This is an optimization exercise on Yosys and OpenROAD, whose aim is a short achievable clock period and few clock cycles, not a production implementation. Function was checked by simulation only, so behaviour that the tests miss may differ from the original.

<file path="flow/config.mk">
export PLATFORM = sky130hd
export DESIGN_NAME = lian_fdc
export DESIGN_NICKNAME = lian_fdc
export VERILOG_FILES = /design/flow/design.v
export SDC_FILE = /design/flow/constraint.sdc
export NUM_CORES = 4
export LEC_CHECK = 0
export CAP_MARGIN = 20
export CORE_MARGIN = 2
export CORE_UTILIZATION = 40
export SLEW_MARGIN = 20
</file>
<file path="flow/constraint.sdc">
create_clock -name core_clock -period 9.5 [get_ports {clk}]
set_input_delay 1.9000 -clock core_clock [delete_from_list [all_inputs] [get_ports {clk}]]
set_output_delay 1.9000 -clock core_clock [all_outputs]
set_load 0.01 [all_outputs]
</file>
<file path="flow/design.v">
module fdc_crc32_step (
    input  wire [31:0] crc_in,
    input  wire [7:0]  data,
    output reg  [31:0] crc_out
);
    integer k;
    always @* begin
        crc_out = crc_in ^ {24'd0, data};
        for (k = 0; k < 8; k = k + 1) begin
            if (crc_out[0])
                crc_out = (crc_out >> 1) ^ 32'hEDB88320;
            else
                crc_out = crc_out >> 1;
        end
    end
endmodule
module fdc_json_parser (
    input  wire       clk,
    input  wire       start,       
    input  wire       in_valid,    
    input  wire [7:0] in_byte,
    output reg        out_valid,   
    output reg  [7:0] out_byte,
    output wire       ok,
    output wire [7:0] type_val
);
    localparam [3:0] S_OPEN      = 4'd0,   
                     S_KEY_START = 4'd1,   
                     S_KEY       = 4'd2,   
                     S_COLON     = 4'd3,   
                     S_VAL       = 4'd4,   
                     S_NUM       = 4'd5,   
                     S_STR       = 4'd6,   
                     S_AFTER     = 4'd7,   
                     S_TRAIL     = 4'd8,   
                     S_FAIL      = 4'd9;
    reg [3:0] state;
    reg       member;       
    reg       have_t, have_d;
    reg       cur_is_data;  
    reg       kt, kd;       
    reg [2:0] klen;         
    reg [7:0] num;
    reg       num_zero;     
    reg       num_ovf;      
    reg [7:0] tval;
    reg [1:0] gpos;         
    reg [1:0] pad;          
    reg [5:0] prev;         
    assign ok       = (state == S_TRAIL);
    assign type_val = tval;
    wire       is_ws    = (in_byte == 8'h20) || (in_byte == 8'h09) ||
                          (in_byte == 8'h0A) || (in_byte == 8'h0D);
    wire       is_digit = (in_byte >= 8'h30) && (in_byte <= 8'h39);
    wire [3:0] digit    = in_byte[3:0];
    reg       is_b64;
    reg [5:0] sextet;
    always @* begin
        is_b64 = 1'b1;
        sextet = 6'd0;
        if (in_byte >= 8'h41 && in_byte <= 8'h5A)      sextet = in_byte[5:0] - 6'h01;       
        else if (in_byte >= 8'h61 && in_byte <= 8'h7A) sextet = in_byte[5:0] - 6'h07;       
        else if (in_byte >= 8'h30 && in_byte <= 8'h39) sextet = in_byte[5:0] + 6'h04;       
        else if (in_byte == 8'h2B)                     sextet = 6'd62;
        else if (in_byte == 8'h2F)                     sextet = 6'd63;
        else                                           is_b64 = 1'b0;
    end
    reg [7:0] type_ch, data_ch;
    always @* begin
        case (klen)
            3'd0:    begin type_ch = "t"; data_ch = "d"; end
            3'd1:    begin type_ch = "y"; data_ch = "a"; end
            3'd2:    begin type_ch = "p"; data_ch = "t"; end
            3'd3:    begin type_ch = "e"; data_ch = "a"; end
            default: begin type_ch = 8'h00; data_ch = 8'h00; end
        endcase
    end
    wire [11:0] num_next = {4'd0, num} * 12'd10 + {8'd0, digit};
    reg [3:0] after_state;
    always @* begin
        if (is_ws)                               after_state = S_AFTER;
        else if (in_byte == 8'h2C && !member)    after_state = S_KEY_START;
        else if (in_byte == 8'h7D && member)     after_state = S_TRAIL;
        else                                     after_state = S_FAIL;
    end
    always @* begin
        out_valid = 1'b0;
        out_byte  = 8'd0;
        if (in_valid && state == S_STR && is_b64 && pad == 2'd0) begin
            case (gpos)
                2'd1: begin out_valid = 1'b1; out_byte = {prev, sextet[5:4]}; end
                2'd2: begin out_valid = 1'b1; out_byte = {prev[3:0], sextet[5:2]}; end
                2'd3: begin out_valid = 1'b1; out_byte = {prev[1:0], sextet}; end
                default: ;
            endcase
        end
    end
    always @(posedge clk) begin
        if (start) begin
            state       <= S_OPEN;
            member      <= 1'b0;
            have_t      <= 1'b0;
            have_d      <= 1'b0;
            cur_is_data <= 1'b0;
            kt          <= 1'b0;
            kd          <= 1'b0;
            klen        <= 3'd0;
            num         <= 8'd0;
            num_zero    <= 1'b0;
            num_ovf     <= 1'b0;
            tval        <= 8'd0;
            gpos        <= 2'd0;
            pad         <= 2'd0;
            prev        <= 6'd0;
        end else if (in_valid) begin
            case (state)
                S_OPEN: begin
                    if (in_byte == 8'h7B)  state <= S_KEY_START;
                    else if (!is_ws)       state <= S_FAIL;
                end
                S_KEY_START: begin
                    if (in_byte == 8'h22) begin
                        state <= S_KEY;
                        kt    <= 1'b1;
                        kd    <= 1'b1;
                        klen  <= 3'd0;
                    end else if (!is_ws) begin
                        state <= S_FAIL;
                    end
                end
                S_KEY: begin
                    if (in_byte == 8'h22) begin
                        if (kt && klen == 3'd4 && !have_t) begin
                            have_t      <= 1'b1;
                            cur_is_data <= 1'b0;
                            state       <= S_COLON;
                        end else if (kd && klen == 3'd4 && !have_d) begin
                            have_d      <= 1'b1;
                            cur_is_data <= 1'b1;
                            state       <= S_COLON;
                        end else begin
                            state <= S_FAIL;
                        end
                    end else if (in_byte == 8'h5C || in_byte < 8'h20) begin
                        state <= S_FAIL;
                    end else begin
                        kt <= kt && (in_byte == type_ch);
                        kd <= kd && (in_byte == data_ch);
                        if (klen != 3'd5) klen <= klen + 3'd1;
                    end
                end
                S_COLON: begin
                    if (in_byte == 8'h3A)  state <= S_VAL;
                    else if (!is_ws)       state <= S_FAIL;
                end
                S_VAL: begin
                    if (!is_ws) begin
                        if (!cur_is_data && is_digit) begin
                            state    <= S_NUM;
                            num      <= {4'd0, digit};
                            num_zero <= (digit == 4'd0);
                            num_ovf  <= 1'b0;
                        end else if (cur_is_data && in_byte == 8'h22) begin
                            state <= S_STR;
                            gpos  <= 2'd0;
                            pad   <= 2'd0;
                        end else begin
                            state <= S_FAIL;
                        end
                    end
                end
                S_NUM: begin
                    if (is_digit) begin
                        if (num_zero) state <= S_FAIL;
                        else begin
                            num <= num_next[7:0];
                            if (num_next > 12'd255) num_ovf <= 1'b1;
                        end
                    end else begin
                        tval <= num;
                        if (num_ovf) state <= S_FAIL;
                        else         state <= after_state;
                        if (!is_ws && after_state != S_FAIL) member <= 1'b1;
                    end
                end
                S_STR: begin
                    if (in_byte == 8'h22) begin
                        if (gpos == 2'd0) state <= S_AFTER;
                        else              state <= S_FAIL;
                    end else if (in_byte == 8'h3D) begin
                        if (gpos == 2'd2 && pad == 2'd0) begin
                            pad  <= 2'd1;
                            gpos <= 2'd3;
                        end else if (gpos == 2'd3 && pad == 2'd1) begin
                            pad  <= 2'd2;
                            gpos <= 2'd0;
                        end else if (gpos == 2'd3 && pad == 2'd0) begin
                            pad  <= 2'd1;
                            gpos <= 2'd0;
                        end else begin
                            state <= S_FAIL;
                        end
                    end else if (is_b64 && pad == 2'd0) begin
                        prev <= sextet;
                        gpos <= gpos + 2'd1;
                    end else begin
                        state <= S_FAIL;
                    end
                end
                S_AFTER: begin
                    state <= after_state;
                    if (!is_ws && after_state != S_FAIL) member <= 1'b1;
                end
                S_TRAIL: begin
                    if (!is_ws) state <= S_FAIL;
                end
                default: state <= S_FAIL;
            endcase
        end
    end
endmodule
module lian_fdc (
    input  wire        clk,
    input  wire        rst,
    input  wire        in_valid,
    input  wire        in_end,
    input  wire [7:0]  in_data,
    output wire        in_ready,
    output wire        out0_valid,
    input  wire        out0_ready,
    output wire        out1_valid,
    input  wire        out1_ready,
    output wire        out2_valid,
    input  wire        out2_ready,
    output wire        out3_valid,
    input  wire        out3_ready,
    output wire [7:0]  out_type,
    output wire [7:0]  out_data,
    output wire        out_first,
    output wire        out_last,
    output wire        out_empty,
    input  wire        csr_req,
    input  wire        csr_we,
    input  wire [7:0]  csr_addr,
    input  wire [2:0]  csr_size,
    input  wire [31:0] csr_wdata,
    output reg  [31:0] csr_rdata,
    output reg         csr_err,
    output wire        irq
);
    localparam CAPACITY = 128;
    localparam [2:0] PH_LEN = 3'd0, PH_PAYLOAD = 3'd1, PH_CSUM = 3'd2,
                     PH_EVAL = 3'd3, PH_DELIVER = 3'd4, PH_ERROR = 3'd5;
    localparam [2:0] E_NONE = 3'd0, E_INCOMPLETE = 3'd1, E_CHECKSUM = 3'd2,
                     E_MALFORMED = 3'd3, E_OVERSIZE = 3'd4;
    localparam [1:0] EV_CHECK = 2'd0, EV_PARSE = 2'd1;
    reg [2:0]  phase;
    reg [3:0]  len_cnt;
    reg [63:0] len_reg;
    reg [7:0]  pay_cnt;
    reg [2:0]  csum_cnt;
    reg [31:0] csum_reg;
    reg [31:0] crc_reg;
    reg [7:0]  pbuf [0:CAPACITY-1];
    reg [7:0]  msg_type;
    reg [1:0]  msg_route;
    reg [7:0]  msg_len;      
    reg [7:0]  beat;         
    reg [2:0]  err_code;
    reg [1:0]  err_seg;
    reg        err_boundary;
    reg        ctrl_en;
    reg        ctrl_ie;
    reg [31:0] cnt_ok, cnt_incomplete, cnt_checksum, cnt_malformed, cnt_oversize;
    reg [1:0]  ev_state;
    reg [7:0]  ev_idx;       
    reg [7:0]  ev_wr;        
    reg        pend_wr;
    reg        pend_en, pend_ie, pend_clear, pend_cntclr;
    assign in_ready = !rst && ctrl_en &&
                      (phase == PH_LEN || phase == PH_PAYLOAD || phase == PH_CSUM);
    wire in_fire = in_valid && in_ready;
    wire in_byte = in_fire && !in_end;
    wire in_eos  = in_fire && in_end;
    wire [31:0] crc_next;
    fdc_crc32_step u_crc (.crc_in(crc_reg), .data(in_data), .crc_out(crc_next));
    wire [63:0] len_shifted = {len_reg[55:0], in_data};
    wire [7:0] ev_byte   = pbuf[ev_idx[6:0]];
    wire       ev_feed   = (phase == PH_EVAL) && (ev_state == EV_PARSE) &&
                           (ev_idx != len_reg[7:0]);
    wire       ev_start  = (phase == PH_EVAL) && (ev_state == EV_CHECK);
    wire       dec_valid;
    wire [7:0] dec_byte;
    wire       parse_ok;
    wire [7:0] parse_type;
    fdc_json_parser u_parser (
        .clk      (clk),
        .start    (ev_start),
        .in_valid (ev_feed),
        .in_byte  (ev_byte),
        .out_valid(dec_valid),
        .out_byte (dec_byte),
        .ok       (parse_ok),
        .type_val (parse_type)
    );
    wire delivering = (phase == PH_DELIVER);
    assign out0_valid = delivering && (msg_route == 2'd0);
    assign out1_valid = delivering && (msg_route == 2'd1);
    assign out2_valid = delivering && (msg_route == 2'd2);
    assign out3_valid = delivering && (msg_route == 2'd3);
    reg sel_ready;
    always @* begin
        case (msg_route)
            2'd0: sel_ready = out0_ready;
            2'd1: sel_ready = out1_ready;
            2'd2: sel_ready = out2_ready;
            default: sel_ready = out3_ready;
        endcase
    end
    wire msg_is_empty = (msg_len == 8'd0);
    wire beat_last    = msg_is_empty || (beat == msg_len - 8'd1);
    wire out_fire     = delivering && sel_ready;
    wire deliver_done = out_fire && beat_last;
    assign out_type  = msg_type;
    assign out_data  = msg_is_empty ? 8'd0 : pbuf[beat[6:0]];
    assign out_first = (beat == 8'd0);
    assign out_last  = beat_last;
    assign out_empty = msg_is_empty;
    assign irq = ctrl_ie && (err_code != E_NONE);
    wire csr_mapped = (csr_addr[1:0] == 2'b00) && (csr_addr <= 8'h34);
    wire csr_legal  = (csr_size == 3'd4) && csr_mapped && (!csr_we || csr_addr == 8'h00);
    wire ctrl_wr    = csr_req && csr_legal && csr_we;
    wire wr_defer   = ctrl_wr && delivering && (beat != 8'd0 || out_fire) && !deliver_done;
    wire apply_pend = pend_wr && (deliver_done || !delivering);
    wire apply_new  = ctrl_wr && !wr_defer;
    wire w_en       = apply_new ? csr_wdata[0] : pend_en;
    wire w_ie       = apply_new ? csr_wdata[1] : pend_ie;
    wire w_clear    = (apply_new && csr_wdata[8]) || (apply_pend && pend_clear);
    wire w_cntclr   = (apply_new && csr_wdata[9]) || (apply_pend && pend_cntclr);
    wire [31:0] status_word = {12'd0, in_ready, csum_cnt, len_cnt, irq, err_boundary,
                               err_seg, 1'b0, err_code, 1'b0, phase};
    reg [31:0] rd_val;
    always @* begin
        case (csr_addr[5:2])
            4'h0: rd_val = {30'd0, ctrl_ie, ctrl_en};
            4'h1: rd_val = status_word;
            4'h2: rd_val = len_reg[31:0];
            4'h3: rd_val = len_reg[63:32];
            4'h4: rd_val = {24'd0, pay_cnt};
            4'h5: rd_val = 32'd0;
            4'h6: rd_val = csum_reg;
            4'h7: rd_val = ~crc_reg;
            4'h8: rd_val = {22'd0, msg_route, msg_type};
            4'h9: rd_val = cnt_ok;
            4'hA: rd_val = cnt_incomplete;
            4'hB: rd_val = cnt_checksum;
            4'hC: rd_val = cnt_malformed;
            4'hD: rd_val = cnt_oversize;
            default: rd_val = 32'd0;
        endcase
    end
    always @(posedge clk) begin
        if (rst) begin
            csr_rdata <= 32'd0;
            csr_err   <= 1'b0;
        end else if (csr_req) begin
            csr_rdata <= (csr_legal && !csr_we) ? rd_val : 32'd0;
            csr_err   <= !csr_legal;
        end else begin
            csr_rdata <= 32'd0;
            csr_err   <= 1'b0;
        end
    end
    wire       pb_we    = (in_byte && phase == PH_PAYLOAD) || (ev_feed && dec_valid);
    wire [6:0] pb_waddr = (phase == PH_PAYLOAD) ? pay_cnt[6:0] : ev_wr[6:0];
    wire [7:0] pb_wdata = (phase == PH_PAYLOAD) ? in_data : dec_byte;
    always @(posedge clk) begin
        if (pb_we) pbuf[pb_waddr] <= pb_wdata;
    end
    always @(posedge clk) begin
        if (rst) begin
            phase          <= PH_LEN;
            len_cnt        <= 4'd0;
            len_reg        <= 64'd0;
            pay_cnt        <= 8'd0;
            csum_cnt       <= 3'd0;
            csum_reg       <= 32'd0;
            crc_reg        <= 32'hFFFFFFFF;
            msg_type       <= 8'd0;
            msg_route      <= 2'd0;
            msg_len        <= 8'd0;
            beat           <= 8'd0;
            err_code       <= E_NONE;
            err_seg        <= 2'd0;
            err_boundary   <= 1'b0;
            ctrl_en        <= 1'b1;
            ctrl_ie        <= 1'b0;
            cnt_ok         <= 32'd0;
            cnt_incomplete <= 32'd0;
            cnt_checksum   <= 32'd0;
            cnt_malformed  <= 32'd0;
            cnt_oversize   <= 32'd0;
            ev_state       <= EV_CHECK;
            ev_idx         <= 8'd0;
            ev_wr          <= 8'd0;
            pend_wr        <= 1'b0;
            pend_en        <= 1'b0;
            pend_ie        <= 1'b0;
            pend_clear     <= 1'b0;
            pend_cntclr    <= 1'b0;
        end else begin
            if (in_eos) begin
                err_code       <= E_INCOMPLETE;
                err_seg        <= (phase == PH_LEN) ? 2'd0 : (phase == PH_PAYLOAD) ? 2'd1 : 2'd2;
                err_boundary   <= (phase == PH_LEN) && (len_cnt == 4'd0);
                cnt_incomplete <= cnt_incomplete + 32'd1;
                phase          <= PH_ERROR;
            end else if (in_byte) begin
                case (phase)
                    PH_LEN: begin
                        len_reg <= len_shifted;
                        crc_reg <= crc_next;
                        len_cnt <= len_cnt + 4'd1;
                        if (len_cnt == 4'd7) begin
                            if (len_shifted > CAPACITY) begin
                                err_code     <= E_OVERSIZE;
                                err_seg      <= 2'd0;
                                err_boundary <= 1'b0;
                                cnt_oversize <= cnt_oversize + 32'd1;
                                phase        <= PH_ERROR;
                            end else if (len_shifted == 64'd0) begin
                                phase <= PH_CSUM;
                            end else begin
                                phase <= PH_PAYLOAD;
                            end
                        end
                    end
                    PH_PAYLOAD: begin
                        crc_reg <= crc_next;
                        pay_cnt <= pay_cnt + 8'd1;
                        if (pay_cnt + 8'd1 == len_reg[7:0]) phase <= PH_CSUM;
                    end
                    default: begin  
                        csum_reg <= {csum_reg[23:0], in_data};
                        csum_cnt <= csum_cnt + 3'd1;
                        if (csum_cnt == 3'd3) begin
                            phase    <= PH_EVAL;
                            ev_state <= EV_CHECK;
                        end
                    end
                endcase
            end
            if (phase == PH_EVAL) begin
                if (ev_state == EV_CHECK) begin
                    if (~crc_reg != csum_reg) begin
                        err_code     <= E_CHECKSUM;
                        err_seg      <= 2'd0;
                        err_boundary <= 1'b0;
                        cnt_checksum <= cnt_checksum + 32'd1;
                        phase        <= PH_ERROR;
                    end else begin
                        ev_state <= EV_PARSE;
                        ev_idx   <= 8'd0;
                        ev_wr    <= 8'd0;
                    end
                end else if (ev_feed) begin
                    ev_idx <= ev_idx + 8'd1;
                    if (dec_valid) ev_wr <= ev_wr + 8'd1;
                end else begin
                    ev_state <= EV_CHECK;
                    if (parse_ok) begin
                        msg_type  <= parse_type;
                        msg_route <= (parse_type == 8'd0) ? 2'd0 :
                                     (parse_type == 8'd1) ? 2'd1 :
                                     (parse_type == 8'd2) ? 2'd2 : 2'd3;
                        msg_len   <= ev_wr;
                        beat      <= 8'd0;
                        phase     <= PH_DELIVER;
                    end else begin
                        err_code      <= E_MALFORMED;
                        err_seg       <= 2'd0;
                        err_boundary  <= 1'b0;
                        cnt_malformed <= cnt_malformed + 32'd1;
                        phase         <= PH_ERROR;
                    end
                end
            end
            if (out_fire) begin
                if (beat_last) begin
                    cnt_ok <= cnt_ok + 32'd1;
                    phase    <= PH_LEN;
                    len_cnt  <= 4'd0;
                    len_reg  <= 64'd0;
                    pay_cnt  <= 8'd0;
                    csum_cnt <= 3'd0;
                    csum_reg <= 32'd0;
                    crc_reg  <= 32'hFFFFFFFF;
                    beat     <= 8'd0;
                end else begin
                    beat <= beat + 8'd1;
                end
            end
            if (wr_defer) begin
                pend_wr     <= 1'b1;
                pend_en     <= csr_wdata[0];
                pend_ie     <= csr_wdata[1];
                pend_clear  <= csr_wdata[8] || (pend_wr && pend_clear);
                pend_cntclr <= csr_wdata[9] || (pend_wr && pend_cntclr);
            end else if (apply_pend || apply_new) begin
                pend_wr     <= 1'b0;
                pend_clear  <= 1'b0;
                pend_cntclr <= 1'b0;
                ctrl_en     <= w_en;
                ctrl_ie     <= w_ie;
                if (w_clear) begin
                    phase        <= PH_LEN;
                    len_cnt      <= 4'd0;
                    len_reg      <= 64'd0;
                    pay_cnt      <= 8'd0;
                    csum_cnt     <= 3'd0;
                    csum_reg     <= 32'd0;
                    crc_reg      <= 32'hFFFFFFFF;
                    beat         <= 8'd0;
                    ev_state     <= EV_CHECK;
                    err_code     <= E_NONE;
                    err_seg      <= 2'd0;
                    err_boundary <= 1'b0;
                end
                if (w_cntclr) begin
                    cnt_ok         <= 32'd0;
                    cnt_incomplete <= 32'd0;
                    cnt_checksum   <= 32'd0;
                    cnt_malformed  <= 32'd0;
                    cnt_oversize   <= 32'd0;
                end
            end
        end
    end
endmodule
</file>
<file path="flow/run.sh">
#!/bin/bash
# synth_recipe.tcl (not shown) runs the flow's synth.tcl, then flattens the netlist and writes it again
# the make line also repeats each setting of config.mk as NAME=value (left out here)
make -C /OpenROAD-flow-scripts/flow DESIGN_CONFIG=/design/flow/config.mk WORK_HOME=/design/flow/orfs CLKGATE_MAP_FILE= SYNTH_SCRIPT=/design/flow/synth_recipe.tcl finish
</file>
==> results.py <==
metrics = {
    "routing": {
        "drtPass1Iterations": 9,
        "routedWlPerCell_um": 29.8,
        "avgViaCountPerCell": 6.21,
        "vias": 47800,
        "drtIter0Drc": 6222,
        "drc": 0,
        "wirelength_um": 230000,
        "final_antenna_net_count": 0,
    },
    "global_route": {
        "grt_max_degree": 129,
        "met2_usage_pct": 41.1,
        "gr-usage-all-layers_pct": 25.1,
        "grt_pass1_vias": 46100,
        "grt-ovfl-total": 0,
        "grt_pass1_wl_um": 330000,
        "grt_use_met3_pct": 4.36,
        "antenna_found_initial": 16,
        "top_usage_layer": "met2",
        "use_met1_pct": 31.8,
    },
    "sta": {
        "fmax_mhz": 118,
        "setup-tns-final_ns": 0,
        "min_period_ns": 8.50,
        "slew_headroom_pct": 17.0,
        "tightest_slew_ns": 1.24,
        "fin_skew_ns": 0.0478,
        "finalHoldViolations": 0,
        "slew_viol_final": 0,
        "finalSetupViolCount": 0,
        "holdWs_ns": 0.459,
        "finalCritPeriodShare_pct": 89.5,
        "rsz0062_at_grt": "false",
    },
    "run_status": {
        "status": "no timing/DRC/antenna violations",
    },
    "logic_synthesis": {
        "async_reset_ff_share_pct": 0,
        "synth_edf_count": 1024,
        "yosys_register_bits": 1468,
        "synth_warnings": 3,
        "syn-num-nets": 5326,
        "synthCells": 5212,
        "synth_cell_types": 86,
        "synth_ff_type": "edfxtp_1",
        "synth_area_mm2": 0.0709,
        "ys_seq_area_share_pct": 55.9,
        "synth_area_per_cell_um2": 13.6,
    },
    "clock_tree": {
        "clockBufferDepth": 3,
        "cts_max_level": 4,
        "path_clk_slew_ns": 0.06,
        "holdBufCountCts": 0,
        "cts.sinks": 1468,
        "clk-insertion-delay-late_ns": 0.81,
        "cts_buffers": 158,
        "cts_setup_buffers": 0,
        "cts_root_buf": "clkbuf_16",
        "cts_tree": "built",
        "cts_resized": 0,
    },
    "die": {
        "dieArea_mm2": 0.181,
        "coreArea_mm2": 0.176,
        "io_pins": 119,
        "die_h_um": 425,
        "rows": 154,
        "start_util_pct": 40.2,
        "chipWidth_um": 425,
    },
    "setup_path": {
        "critPathKind": "reg2reg",
        "critical_path.slowest_cell": "dfxtp_4",
        "cp.arrival_ns": 8.91,
        "critPathMaxStageDelay_ns": 0.96,
        "worst_setup_path_start_kind": "register",
        "cp.required_ns": 9.91,
        "endpoint_kind": "register",
        "cp_top_family": "simple AND/OR/NAND/NOR gates",
        "path_cells": "buf_4 -> mux4_2 -> mux4_2 -> mux4_2 -> mux2i_4 -> buf_4 -> inv_1 -> ha_1 -> a21oi_1 -> a21o_1 -> a21bo_2 -> a2111oi_2 -> o31ai_4 -> nand2_1 -> nand2b_1 -> buf_4 -> nor2_1",
        "cp.buffers_inverters": 4,
        "path_max_fanout": 40,
    },
    "layout": {
        "final_cell_mix": "edfxtp_1, mux4_2, nor2_1, nand2_1, dfxtp_1",
        "antenna_cells": 0,
        "largest_register_ffs": 1024,
        "layout_commonest_cell": "edfxtp_1",
        "fillers": 15700,
        "finalNetCount": 5355,
        "areaGrowthSynthToFinish_pct": 12.6,
        "drive_above_1_share_pct": 18.9,
    },
    "job": {
        "drv_cap": 0,
    },
    "power_and_ir_drop": {
        "max-vdd-ir-drop_mv": 0.212,
        "power.total_mw": 13.5,
        "power_density_mw_per_mm2": 169,
        "p_leak_nw": 24.0,
    },
    "placed_design": {
        "place_congestion": 0.939,
        "portBuffers": 90,
        "dp_hpwl_um": 157000,
    },
    "worst_hold_path": {
        "hold_class": "reg2reg",
        "hold_path_startpoint": "len_reg[59]$_SDFF_PP0_",
    },
}
## cells by family after synthesis
| group | share of synthesized area, % |
|---|---|
| compound gates | 7.40 |
| buf+inv | 2.43 |
| fa+ha+maj | 0.957 |
| simple gates | 9.50 |
| flops | 55.9 |
| xor+xnor | 3.70 |
| mux | 20.1 |
## final cells by class
| cell class | instances | area, um^2 | share of cell area, % |
|---|---|---|---|
| tap | 2340 | 2930 | 3.67 |
| multi-input combinational | 3352 | 29700 | 37.2 |
| timing repair buffer | 217 | 2110 | 2.65 |
| inverter | 44 | 165 | 0.207 |
| sequential | 1468 | 39700 | 49.7 |
| clock inverter | 85 | 942 | 1.18 |
| clock buffer | 202 | 4270 | 5.35 |
## layer usage
layer	up-vias	wire length [um]
met5	-	13
met4	2	14100
met3	554	18400
met2	2518	111000
met1	24400	86700
li1	20400	-
## cell usage after synthesis, types with 59 or more instances
cell type  number  area (um^2)
a21oi_1       246         1230
a221oi_1       63          552
a22oi_1        60          450
and3_1         59          369
clkbuf_1      216          811
dfxtp_1       444         8890
edfxtp_1     1024        30700
mux2i_1       161         1610
mux4_2        544        12300
nand2_1       461         1730
nand3_1        89          445
nand4_1        62          388
nor2_1        505         1900
nor3_1         68          340
o21ai_0       116          581
xnor2_1       119         1040
xor2_1        178         1560
## worst reg2reg max path, delay by kind of cell, from the launching register on
family | cells | cell delay, ns
flops | 1 | 0.96
mux | 4 | 1.87
buf+inv | 4 | 1.29
simple gates | 3 | 1.99
compound gates | 5 | 1.67
fa+ha+maj | 1 | 0.33
## final timing paths
kind         cells after the start  slack, ns                      to
max                             17        1.0   pbuf[12][3]$_DFFE_PP_
min                              2       0.46  len_reg[59]$_SDFF_PP0_
max reg2reg                     17        1.0   pbuf[12][3]$_DFFE_PP_
min reg2reg                      2       0.46  len_reg[59]$_SDFF_PP0_
## report_power, final
part / total [mW] / switching (mW) / internal, mW
Clock: 6.28 / 2.71 / 3.56
Sequential: 6.86 / 0.0289 / 6.83
Combinational: 0.365 / 0.252 / 0.113
Total: 13.5 / 2.99 / 10.5
## through the flow
| step | std cells | util [%] | worst slack, ns | area [um^2] |
|---|---|---|---|---|
| floorplan | 5212 | - | 0.427 | 70900 |
| global placement | 7415 | 42.3 | 1.17 | 74500 |
| detailed placement | 7418 | 42.3 | 1.08 | 74500 |
| CTS | 7705 | 45.3 | 1.05 | 79700 |
| global route | 7708 | 45.3 | 0.680 | 79800 |
| finish | 7708 | 45.3 | 0.997 | 79800 |
Testbench counts, summed over its fixed seeds: cycles 36,359.

-- separate check: timing with driven ports --
How much do the figures lean on ideal ports? The routed layout below was timed once more, with nothing changed but the port constraints.
Step 1 sets driving cells, clkbuf_16 on the clock port and buf_2 on the other inputs (assumed; they add their load-dependent delay and slew).
Step 2 moves the port delays by t, midway between the first and last clock arrival at a register: inputs arrive t later, outputs are due t later. That takes back most of the time a late clock gives input paths.
Three values: ideal ports, drivers, drivers and shift; two values: the first two.
t (ns): 0.883
setup WS [ns]: 0.997 / 0.997 / 0.997
worst data-port slew with drivers (ns): 0.18
pins driven straight from the clock port: 1
After both steps this run still meets setup and hold. The setup slack of this run moves by 0.000 ns with the drivers and by 0.000 ns with both steps.
